Background: an optimization exercise with open tools, aiming at small area, a short achievable clock period and few clock cycles per item. Do not read the settings as production practice.
Function was checked by simulation only, so behaviour that the tests miss may differ from the original.
Power figures rest on the tool's default switching activity, not on a simulated workload.

[design/flow/design.v]
module fp32_round_pack (
    input  wire               sign,
    input  wire               nz,
    input  wire [25:0]        norm,
    input  wire               st0,
    input  wire signed [12:0] e_lead,
    output wire [31:0]        result,
    output wire               ovf
);
    wire        subn  = (e_lead < 13'sd1);
    wire [12:0] sh_w  = 13'sd1 - e_lead;
    wire [4:0]  shamt = (sh_w > 13'd26) ? 5'd26 : sh_w[4:0];
    wire        all   = (sh_w > 13'd26);
    wire [25:0] den   = subn ? (all ? 26'd0 : norm >> shamt) : norm;
    wire        lost  = subn & (all ? (|norm) : |(norm & ~({26{1'b1}} << shamt)));
    wire [23:0] mant   = den[25:2];
    wire        guard  = den[1];
    wire        sticky = den[0] | st0 | lost;
    wire [8:0]  efield = subn ? 9'd0 : e_lead[8:0];
    wire        big    = !subn && (e_lead > 13'sd254);
    wire        rnd    = guard & (sticky | mant[0]);
    wire [31:0] rounded = {efield, mant[22:0]} + {31'd0, rnd};
    assign ovf    = nz && (big || rounded[31:23] >= 9'd255);
    assign result = (!nz || rounded[30:0] == 31'd0) ? 32'd0 : {sign, rounded[30:0]};
endmodule
module fp32_mul (
    input  wire        clk,
    input  wire [31:0] a,
    input  wire [31:0] b,
    output wire [31:0] y,
    output wire        ovf
);
    wire [7:0]  ea = a[30:23];
    wire [7:0]  eb = b[30:23];
    wire [23:0] ma = {ea != 8'd0, a[22:0]};
    wire [23:0] mb = {eb != 8'd0, b[22:0]};
    wire [8:0]  xa = (ea == 8'd0) ? 9'd1 : {1'b0, ea};
    wire [8:0]  xb = (eb == 8'd0) ? 9'd1 : {1'b0, eb};
    reg  [35:0] s1_pl, s1_ph;
    reg  signed [12:0] s1_x;
    reg         s1_sign;
    always @(posedge clk) begin
        s1_pl   <= ma * mb[11:0];
        s1_ph   <= ma * mb[23:12];
        s1_x    <= $signed({4'd0, xa}) + $signed({4'd0, xb}) - 13'sd126;
        s1_sign <= a[31] ^ b[31];
    end
    wire [47:0] prod = {12'd0, s1_pl} + {s1_ph, 12'd0};
    reg  [5:0]  lz;
    integer i;
    always @* begin
        lz = 6'd0;
        for (i = 0; i < 48; i = i + 1)
            if (prod[i]) lz = 6'd47 - i[5:0];
    end
    wire [47:0] norm = prod << lz;
    reg  [25:0] s2_norm;
    reg         s2_st0, s2_nz, s2_sign;
    reg  signed [12:0] s2_e;
    always @(posedge clk) begin
        s2_norm <= norm[47:22];
        s2_st0  <= |norm[21:0];
        s2_nz   <= norm[47];
        s2_e    <= s1_x - $signed({7'd0, lz});
        s2_sign <= s1_sign;
    end
    fp32_round_pack u_rp (
        .sign(s2_sign), .nz(s2_nz), .norm(s2_norm), .st0(s2_st0),
        .e_lead(s2_e), .result(y), .ovf(ovf)
    );
endmodule
module fp32_add (
    input  wire        clk,
    input  wire [31:0] a,
    input  wire [31:0] b,
    input  wire        sub,
    output wire [31:0] y,
    output wire        ovf
);
    wire        sb = b[31] ^ sub;
    wire [7:0]  ea = a[30:23];
    wire [7:0]  eb = b[30:23];
    wire [23:0] ma = {ea != 8'd0, a[22:0]};
    wire [23:0] mb = {eb != 8'd0, b[22:0]};
    wire [7:0]  xa = (ea == 8'd0) ? 8'd1 : ea;
    wire [7:0]  xb = (eb == 8'd0) ? 8'd1 : eb;
    wire        swap  = a[30:0] < b[30:0];
    wire        s_big = swap ? sb : a[31];
    wire        s_sml = swap ? a[31] : sb;
    wire [7:0]  x_big = swap ? xb : xa;
    wire [7:0]  x_sml = swap ? xa : xb;
    wire [23:0] m_big = swap ? mb : ma;
    wire [23:0] m_sml = swap ? ma : mb;
    wire [7:0]  d     = x_big - x_sml;
    wire [4:0]  dsh   = (d > 8'd27) ? 5'd27 : d[4:0];
    wire [26:0] sml_e = {m_sml, 3'b000};
    wire [26:0] sml_s = sml_e >> dsh;
    wire        stk   = |(sml_e & ~({27{1'b1}} << dsh));
    reg  [23:0] s1_big;
    reg  [26:0] s1_sml;
    reg  [7:0]  s1_x;
    reg         s1_sign, s1_eff;
    always @(posedge clk) begin
        s1_big  <= m_big;
        s1_sml  <= {sml_s[26:1], sml_s[0] | stk};
        s1_x    <= x_big;
        s1_sign <= s_big;
        s1_eff  <= s_big ^ s_sml;
    end
    wire [27:0] sum = s1_eff ? ({1'b0, s1_big, 3'b000} - {1'b0, s1_sml})
                             : ({1'b0, s1_big, 3'b000} + {1'b0, s1_sml});
    reg  [4:0]  lz;
    integer i;
    always @* begin
        lz = 5'd0;
        for (i = 0; i < 28; i = i + 1)
            if (sum[i]) lz = 5'd27 - i[4:0];
    end
    wire [27:0] norm = sum << lz;
    reg  [25:0] s2_norm;
    reg         s2_st0, s2_nz, s2_sign;
    reg  signed [12:0] s2_e;
    always @(posedge clk) begin
        s2_norm <= norm[27:2];
        s2_st0  <= |norm[1:0];
        s2_nz   <= norm[27];
        s2_e    <= $signed({5'd0, s1_x}) + 13'sd1 - $signed({8'd0, lz});
        s2_sign <= s1_sign;
    end
    fp32_round_pack u_rp (
        .sign(s2_sign), .nz(s2_nz), .norm(s2_norm), .st0(s2_st0),
        .e_lead(s2_e), .result(y), .ovf(ovf)
    );
endmodule
module mae_bq #(
    parameter N_CH = 8
) (
    input  wire        clk,
    input  wire        rst,
    input  wire        cmd_valid,
    output wire        cmd_ready,
    input  wire [31:0] cmd_data,
    output wire        rsp_valid,
    input  wire        rsp_ready,
    output wire [31:0] rsp_data
);
    localparam [2:0] ST_OK      = 3'd0;
    localparam [2:0] ST_ILLEGAL = 3'd1;
    localparam [2:0] ST_BADOP   = 3'd2;
    localparam [2:0] ST_NOTCFG  = 3'd3;
    localparam [2:0] ST_INDEX   = 3'd4;
    localparam [2:0] ST_NUMERIC = 3'd7;
    localparam NK = 13;      
    reg        rdy;           
    reg        in_args;       
    reg  [2:0] argc;          
    reg  [2:0] nargs;
    reg        f_proc, f_setc, f_keep, f_chok;
    reg  [2:0] f_ch;
    reg        bad;
    reg [31:0] opw [0:4];     
    reg        iss, iss_a, iss_setc, iss_zero;
    reg  [2:0] iss_st, iss_ch;
    reg        cfg;
    reg [31:0] a0, a1, a2, b1, b2;
    reg [31:0] z1 [0:N_CH-1];
    reg [31:0] z2 [0:N_CH-1];
    reg  [NK-1:1]   act_r;
    reg  [3*NK-1:3] ach_r;
    reg  [2*NK-1:2] aidx_r;
    reg  [NK-1:1]   aflt_r;
    wire [NK-1:0]   act  = {act_r, iss_a};
    wire [3*NK-1:0] ach  = {ach_r, iss_ch};
    wire [2*NK-1:0] aidx = {aidx_r, tail};
    wire [NK-1:0]   aflt = {aflt_r, 1'b0};
    reg  [2:0]  rob_st  [0:3];
    reg  [31:0] rob_dat [0:3];
    reg  [3:0]  rob_done, rob_hd;
    reg  [1:0]  head, tail;
    reg  [2:0]  cnt;
    reg         ov, oph;
    reg  [31:0] odat;
    reg  [31:0] mr, ar, yreg, p2reg;
    reg         mr_ovf, ar_ovf;
    wire [31:0] x = opw[0];
    wire [31:0] mul_a = (act[6] | act[7]) ? yreg : x;
    wire [31:0] mul_b = act[3] ? a1 : act[4] ? a2 : act[6] ? b1 : act[7] ? b2 : a0;
    wire [31:0] mul_y, add_y;
    wire        mul_ovf, add_ovf;
    wire [31:0] add_a = act[9] ? ar : act[10] ? p2reg : mr;
    wire [31:0] add_b = act[3] ? z1[ach[9 +: 3]] : act[6] ? z2[ach[18 +: 3]] : mr;
    wire        add_sub = act[9] | act[10];
    fp32_mul u_mul (.clk(clk), .a(mul_a), .b(mul_b), .y(mul_y), .ovf(mul_ovf));
    fp32_add u_add (.clk(clk), .a(add_a), .b(add_b), .sub(add_sub), .y(add_y), .ovf(add_ovf));
    wire add_done = act[5] | act[8] | act[11];
    always @(posedge clk) begin
        mr     <= mul_y;
        mr_ovf <= mul_ovf;
        if (add_done) begin
            ar     <= add_y;
            ar_ovf <= add_ovf;
        end
        if (act[5]) yreg  <= add_y;
        if (act[7]) p2reg <= mr;
    end
    wire [NK-1:0] flt_in;
    assign flt_in[0]  = 1'b0;
    assign flt_in[1]  = aflt[0];
    assign flt_in[2]  = aflt[1];
    assign flt_in[3]  = aflt[2];
    assign flt_in[4]  = aflt[3] | mr_ovf;
    assign flt_in[5]  = aflt[4];
    assign flt_in[6]  = aflt[5];
    assign flt_in[7]  = aflt[6] | mr_ovf | ar_ovf;
    assign flt_in[8]  = aflt[7] | mr_ovf;
    assign flt_in[9]  = aflt[8];
    assign flt_in[10] = aflt[9] | mr_ovf | ar_ovf;
    assign flt_in[11] = aflt[10] | mr_ovf;
    assign flt_in[12] = aflt[11];
    wire fault12 = aflt[12] | ar_ovf | add_ovf;    
    wire commit  = act[12] & ~fault12;
    wire samp_ok  = ~act[0] & ~act[1] & ~act[2] & ~act[4] & ~act[5];
    reg  ch_busy;
    integer k;
    always @* begin
        ch_busy = 1'b0;
        for (k = 0; k <= 7; k = k + 1)
            if (act[k] && ach[3*k +: 3] == f_ch) ch_busy = 1'b1;
    end
    wire coef_ok  = ~|act[4:0];
    wire zero_ok  = ~|act[10:0];
    wire x_ok     = ~|act[2:0];
    wire        acc      = cmd_valid & rdy;
    wire [2:0]  hn       = cmd_data[23:21];
    wire        h_proc   = (cmd_data[31:16] == 16'h4620);
    wire        h_setc   = (cmd_data[31:17] == 15'h23D0) && (cmd_data[15:0] == 16'd0);
    wire        nonfin   = (cmd_data[30:23] == 8'hFF);
    wire        last_arg = in_args && (argc + 3'd1 == nargs);
    wire        last     = acc && (in_args ? (argc + 3'd1 == nargs) : (hn == 3'd0));
    wire        bad_n    = bad | nonfin;
    reg  [2:0] st_now;
    always @* begin
        if (f_proc) begin
            if (bad_n)        st_now = ST_BADOP;
            else if (!cfg)    st_now = ST_NOTCFG;
            else if (!f_chok) st_now = ST_INDEX;
            else              st_now = ST_OK;
        end else if (f_setc) begin
            if (bad_n)                st_now = ST_BADOP;
            else if (f_keep && !cfg)  st_now = ST_NOTCFG;
            else                      st_now = ST_OK;
        end else
            st_now = ST_ILLEGAL;
    end
    reg        rdy_next;
    reg        in_args_n;
    reg  [2:0] argc_n;
    always @* begin
        in_args_n = in_args;
        argc_n    = argc;
        if (acc) begin
            if (!in_args) begin
                in_args_n = (hn != 3'd0);
                argc_n    = 3'd0;
            end else begin
                argc_n = argc + 3'd1;
                if (argc + 3'd1 == nargs) in_args_n = 1'b0;
            end
        end
    end
    wire [3:0] held2 = {1'b0, cnt} + {3'd0, iss} + {3'd0, last};
    wire       room2 = held2 <= 4'd3;
    always @* begin
        if (acc && !in_args) begin
            rdy_next = 1'b0;
        end else if (!in_args_n) begin
            rdy_next = room2;
        end else begin
            if (argc_n + 3'd1 == nargs) begin
                if (f_proc)      rdy_next = room2 & samp_ok & ~ch_busy;
                else if (f_setc) rdy_next = room2 & (f_keep ? coef_ok : zero_ok);
                else             rdy_next = room2;
            end else if (argc_n == 3'd0 && (f_proc || f_setc)) begin
                rdy_next = x_ok;
            end else
                rdy_next = 1'b1;
        end
    end
    assign cmd_ready = rdy;
    integer j;
    always @(posedge clk) begin
        if (rst) begin
            rdy      <= 1'b1;
            in_args  <= 1'b0;
            iss      <= 1'b0;
            iss_a    <= 1'b0;
            iss_setc <= 1'b0;
            iss_zero <= 1'b0;
            cfg      <= 1'b0;
        end else begin
            rdy     <= rdy_next;
            in_args <= in_args_n;
            argc    <= argc_n;
            iss      <= last;
            iss_a    <= 1'b0;
            iss_setc <= 1'b0;
            iss_zero <= 1'b0;
            if (acc && !in_args) begin
                nargs  <= hn;
                f_proc <= h_proc;
                f_setc <= h_setc;
                f_keep <= cmd_data[16];
                f_chok <= (cmd_data[15:0] < N_CH);
                f_ch   <= cmd_data[2:0];
                bad    <= 1'b0;
                iss_st <= ST_ILLEGAL;
            end
            if (acc && in_args) begin
                bad <= bad_n;
                if ((f_proc || f_setc) && argc < 3'd5) opw[argc] <= cmd_data;
                if (last) begin
                    iss_st   <= st_now;
                    iss_a    <= f_proc && st_now == ST_OK;
                    iss_setc <= f_setc && st_now == ST_OK;
                    iss_zero <= f_setc && st_now == ST_OK && !f_keep;
                    iss_ch   <= f_ch;
                end
            end
            if (iss_setc) cfg <= 1'b1;
        end
    end
    always @(posedge clk) begin
        if (iss_setc) begin
            a0 <= opw[0];
            a1 <= opw[1];
            a2 <= opw[2];
            b1 <= opw[3];
            b2 <= opw[4];
        end
    end
    always @(posedge clk) begin
        for (j = 0; j < N_CH; j = j + 1) begin
            if (iss_zero) begin
                z1[j] <= 32'd0;
                z2[j] <= 32'd0;
            end else if (commit && ach[36 +: 3] == j) begin
                z1[j] <= ar;
                z2[j] <= add_y;
            end
        end
    end
    always @(posedge clk) begin
        if (rst)
            act_r <= {(NK-1){1'b0}};
        else
            act_r <= act[NK-2:0];
        ach_r  <= ach[3*NK-4:0];
        aidx_r <= aidx[2*NK-3:0];
        aflt_r <= flt_in[NK-1:1];
    end
    wire        can_load = ~ov | (oph & rsp_ready);
    wire        take_st  = ov & ~oph & rsp_ready;
    wire        load     = can_load & rob_done[head] & (cnt != 3'd0);
    wire        free     = take_st;
    always @(posedge clk) begin
        if (rst) begin
            head <= 2'd0;
            tail <= 2'd0;
            cnt  <= 3'd0;
            ov   <= 1'b0;
            oph  <= 1'b0;
            rob_done <= 4'd0;
        end else begin
            if (iss) begin
                rob_done[tail] <= ~iss_a;
                rob_st[tail]   <= iss_st;
                rob_hd[tail]   <= iss_a;
                tail <= tail + 2'd1;
            end
            if (act[12]) begin
                rob_done[aidx[24 +: 2]] <= 1'b1;
                rob_st[aidx[24 +: 2]]   <= fault12 ? ST_NUMERIC : ST_OK;
            end
            cnt <= cnt + {2'd0, iss} - {2'd0, free};
            if (load) begin
                ov   <= 1'b1;
                oph  <= 1'b0;
                odat <= {29'd0, rob_st[head]};
            end else if (take_st) begin
                oph  <= 1'b1;
                odat <= (rob_st[head] == ST_OK && rob_hd[head]) ? rob_dat[head] : 32'd0;
                rob_done[head] <= 1'b0;
                head <= head + 2'd1;
            end else if (ov & oph & rsp_ready) begin
                ov <= 1'b0;
            end
        end
        if (act[6]) rob_dat[aidx[12 +: 2]] <= yreg;
    end
    assign rsp_valid = ov;
    assign rsp_data  = odat;
endmodule
[design/flow/run.sh]
#!/bin/bash
# synth_recipe.tcl (not shown) runs the flow's synth.tcl, then flattens the netlist and writes it again
# the make line also repeats each setting of config.mk as NAME=value (left out here)
make -C /OpenROAD-flow-scripts/flow DESIGN_CONFIG=/design/flow/config.mk WORK_HOME=/design/flow/orfs CLKGATE_MAP_FILE= SYNTH_SCRIPT=/design/flow/synth_recipe.tcl finish
[design/flow/constraint.sdc]
create_clock -name core_clock -period 22.0 [get_ports {clk}]
set_input_delay 4.4000 -clock core_clock [delete_from_list [all_inputs] [get_ports {clk}]]
set_output_delay 4.4000 -clock core_clock [all_outputs]
set_load 0.01 [all_outputs]
[design/flow/config.mk]
export PLATFORM = sky130hd
export DESIGN_NAME = mae_bq
export DESIGN_NICKNAME = mae_bq
export VERILOG_FILES = /design/flow/design.v
export SDC_FILE = /design/flow/constraint.sdc
export NUM_CORES = 4
export LEC_CHECK = 0
export CAP_MARGIN = 20
export CORE_MARGIN = 2
export CORE_UTILIZATION = 40
export PLACE_DENSITY = 0.6
export SLEW_MARGIN = 20
==> results.py <==
metrics = {
    "floorplanning": {
        "die_area_mm2": 0.233,
        "die_width_um": 483,
        "row_count": 175,
        "floorplan.die.height_um": 483,
        "starting_density_of_the_core_pct": 40.3,
        "core_mm2": 0.227,
        "io-pin-count": 70,
    },
    "sta": {
        "max_slew.worst_pin.slew_ps": 1220,
        "layout_min_cycle_time_ps": 10520,
        "timing.final.max_slew_violations": 0,
        "final.setup.tns_ps": 0,
        "slew_headroom_pct": 18.4,
        "timing.final.crit_share_pct": 47.8,
        "setup_viol_count_final": 0,
        "maxClockFrequency_mhz": 95.1,
        "final.setup_skew_ps": 71.4,
        "rsz0062_at_grt": "false",
        "report.final.hold_viol_count": 0,
    },
    "detailed_routing": {
        "vias": 72903,
        "drt-vias-per-instance": 5.84,
        "firstDrtPassIters": 8,
        "drtIter0Drc": 7184,
        "ant_nets": 0,
        "finalWirelength_um": 305000,
        "routedWlPerCell_um": 24.5,
        "remaining_drc_errors": 0,
    },
    "cts": {
        "cts.path.max_buffers": 3,
        "worst_skew_pair.late_latency_ps": 830,
        "tritoncts": "done",
        "cts.htree.levels": 4,
        "cts_sinks": 1490,
        "clk_transition_reported_paths_ps": 70,
        "postCtsHoldBufs": 0,
        "root_buffer": "sky130_fd_sc_hd__clkbuf_16",
        "ctsResizeCount": 0,
        "numCtsBuffers": 154,
        "postCtsSetupBuffers": 0,
    },
    "placement": {
        "place_hpwl_um": 217000,
        "routabilityCongestion": 0.919,
        "post-place-cells": 12196,
        "placed_cell_area_mm2": 0.0946,
        "numPortBuffers": 69,
    },
    "run_status": {
        "run_status": "finished clean",
    },
    "synthesis": {
        "synth-edff-count": 613,
        "post_synth_instance_area_mm2": 0.0916,
        "yosysTopAreaCellShare_pct": 20.1,
        "post_synth.cell_area_avg_um2": 9.58,
        "synth.yosys.warnings": 5,
        "syn-instance-count": 9565,
        "ys_seq_elements": 1490,
        "synth_area_leader_cell": "sky130_fd_sc_hd__edfxtp_1",
        "seq_area_frac_synth_pct": 39.3,
        "post_synthesis_cell_type_count": 141,
        "syn_nets": 10349,
        "synth-async-reset-ratio_pct": 0,
        "synth-main-ff-cell": "sky130_fd_sc_hd__dfxtp_1",
        "ys_top_cells_by_area": "sky130_fd_sc_hd__edfxtp_1, sky130_fd_sc_hd__dfxtp_1, sky130_fd_sc_hd__fa_1, sky130_fd_sc_hd__nand2_1, sky130_fd_sc_hd__mux2i_1",
    },
    "final_layout": {
        "postLayoutCellArea_mm2": 0.0999,
        "synth_to_final_area_change_pct": 9.05,
        "layout.cells.non_filler": 12477,
        "fillerInstances": 21600,
        "post-route-util_pct": 43.9,
        "num-nets-final": 10127,
        "fraction_of_final_layout_cells_sized_beyond_drive_strength_1_pct": 8.47,
    },
    "global_route": {
        "globalRouteMet3Util_pct": 3.48,
        "first_global_vias": 72378,
        "wire_length_of_the_first_global_routing_pass_um": 458000,
        "grt_use_met1_pct": 33.4,
        "grt-busiest-layer": "met2",
        "grt_max_degree": 200,
        "met2_usage_pct": 42.3,
        "grt_overflow": 0,
        "grt_util_all_layers_pct": 25.8,
        "initial_antenna_violation_count": 15,
    },
    "critical_path": {
        "startpoint_type": "flop",
        "worstSetupEndpointType": "flop",
        "worst-path-max-fanout": 47,
        "criticalPathCategory": "flop to flop",
        "timing.critical_path.arrival_ps": 11160,
        "longest_individual_stage_delay_on_the_worst_path_ps": 780,
        "worst_path_most_repeated_cell": "sky130_fd_sc_hd__a21o_1",
        "worst_ep_required_time_ps": 22640,
        "critical-path-slowest-cell": "sky130_fd_sc_hd__or2_2",
    },
    "hold_path": {
        "timing.hold.worst.class": "flop to flop",
    },
    "run": {
        "drv.max_cap_violation_count": 0,
    },
    "power_and_ir_drop": {
        "peakVddDrop_v": 0.0000865,
        "static-leakage-power_uw": 0.0391,
        "power_density_mw_per_mm2": 93.6,
        "power.total_uw": 9350,
    },
}
-- cell usage in the layout (no fill, tap or decap), types with 90 or more instances in the layout --
| cell | count |
|---|---|
| sky130_fd_sc_hd__nand2_1 | 1346 |
| sky130_fd_sc_hd__dfxtp_1 | 862 |
| sky130_fd_sc_hd__nor2_1 | 767 |
| sky130_fd_sc_hd__a21oi_1 | 685 |
| sky130_fd_sc_hd__inv_1 | 654 |
| sky130_fd_sc_hd__edfxtp_1 | 613 |
| sky130_fd_sc_hd__fa_1 | 447 |
| sky130_fd_sc_hd__mux2i_1 | 430 |
| sky130_fd_sc_hd__o21ai_0 | 411 |
| sky130_fd_sc_hd__ha_1 | 301 |
| sky130_fd_sc_hd__xnor2_1 | 161 |
| sky130_fd_sc_hd__clkbuf_16 | 156 |
| sky130_fd_sc_hd__buf_4 | 156 |
| sky130_fd_sc_hd__nor3_1 | 148 |
| sky130_fd_sc_hd__nand3_1 | 143 |
| sky130_fd_sc_hd__mux2_2 | 113 |
| sky130_fd_sc_hd__o2bb2ai_1 | 103 |
| sky130_fd_sc_hd__nor2b_1 | 95 |
| sky130_fd_sc_hd__nand3b_1 | 93 |
| sky130_fd_sc_hd__mux4_2 | 90 |
-- layout make-up --
type,count,area (µm²),share of cell area (%)
flip-flops and latches,1490,36000,36.0
inverters,667,2500,2.51
multi-input cells,6803,50500,50.6
diodes,3,7.51,0.00752
well taps,3009,3760,3.77
repair buffers,227,1890,1.89
clock buffers,211,4330,4.34
clock inverters,67,887,0.888
-- kinds of logic after synthesis --
group                      after synthesis  synth area share, %
xor gates and xnor gates               234                 2.26
adders and majority gates              749                 13.9
and+or+nand+nor                       3118                 15.8
muxes                                  634                 8.33
DFF                                   1490                 39.3
AOI/OAI and AO/OA                     2068                 14.6
buffers and inverters                 1272                 5.83
-- stage by stage --
stage | hold WS (ps) | worst slack, ps
finish | 321 | 11480
global route | 330 | 11030
CTS | 321 | 11590
detailed placement | 312 | 11620
global placement | 310 | 11570
floorplan | 310 | 11120
-- registers in the layout (all words and copies together), names as in the netlist, 36 cells and up, named ones only --
register / cells
z1: 256
u_mul.s1_ph: 36
rob_dat: 128
opw: 160
ach_r: 36
u_mul.s1_pl: 36
z2: 256
-- Yosys cell counts, drive strengths merged, types with 19 or more instances --
cell type and instances:
mux2 113, a211oi 61, mux4 90, or2 35, fa 447, nor2b 95
o211ai 72, ha 301, edfxtp 613, o21a 45, o22ai 63, xor2 71
nand2 1351, or3 45, dfxtp 877, nor3 153, a211o 19, a31oi 45
a22oi 47, o221ai 28, o2bb2ai 118, nand2b 51, nand3b 93, inv 659
o21ai 472, a221oi 58, or4 21, a21o 68, buf 200, nand4 73
and2 91, nor2 784, o31ai 32, mux2i 431, a21oi 694, and3 45
o21bai 22, nand3 149, nor4 66, clkbuf 405, xnor2 163
-- report_power, final --
part | total (µW) | internal, µW | switching (µW)
Sequential | 3320 | 3050 | 274
Combinational | 3360 | 1160 | 2200
Clock | 2670 | 1510 | 1160
Total | 9350 | 5720 | 3630
-- worst paths after layout --
path	cells past startpoint	from	slack, ps	to
worst max register to register	32	ach_r[18]	11480	u_add.s1_sml[8]
worst min register to register	0	aidx_r[17]	320	aidx_r[19]
worst min-delay path	0	aidx_r[17]	320	aidx_r[19]
worst max-delay path	32	ach_r[18]	11480	u_add.s1_sml[8]
-- worst max-delay path: cells and delay by family (launching register included) --
| family | cells | cell delay [ps] |
|---|---|---|
| buf+inv | 2 | 670 |
| simple gates | 4 | 1970 |
| flops | 1 | 710 |
| mux | 8 | 2840 |
| compound gates | 14 | 2960 |
| xor+xnor | 1 | 200 |
| fa+ha+maj | 3 | 940 |
-- per-layer routing --
metal / up-vias / wire, µm / share of wire (%)
li1: 33032 / - / -
met1: 36425 / 125000 / 41
met4: 4 / 16200 / 5.3
met2: 2863 / 143000 / 47
met5: - / 33 / 0.011
met3: 579 / 21000 / 6.9
Testbench counts, summed over its fixed seeds: cycles 18,406, items 3,200.

-- port drivers added, routing unchanged --
The flow's constraints put no driver on any port. The routed layout listed below was extracted and timed again, unchanged, in two steps. Step 1 (the two cells are an assumption about what drives the block):
set clk [get_ports {clk}]
set_driving_cell -lib_cell sky130_fd_sc_hd__clkbuf_16 $clk
set_driving_cell -lib_cell sky130_fd_sc_hd__buf_2 [delete_from_list [all_inputs] $clk]
Step 2, shift: input delay + t, output delay - t, t = (earliest + latest rising clock arrival at the registers) / 2. This alone moves slack from input paths to output paths. Slacks: no drivers / after step 1 / after step 2; pairs: no drivers / after step 1.
shift t [ns]: 0.869
setup slack, ns: 11.481 / 11.481 / 11.481
worst register clock-pin slew, ns: 0.08 / 0.08
After both steps setup and hold are still met in this run. The setup slack of this run moves by 0.000 ns with the drivers and by 0.000 ns with both steps.
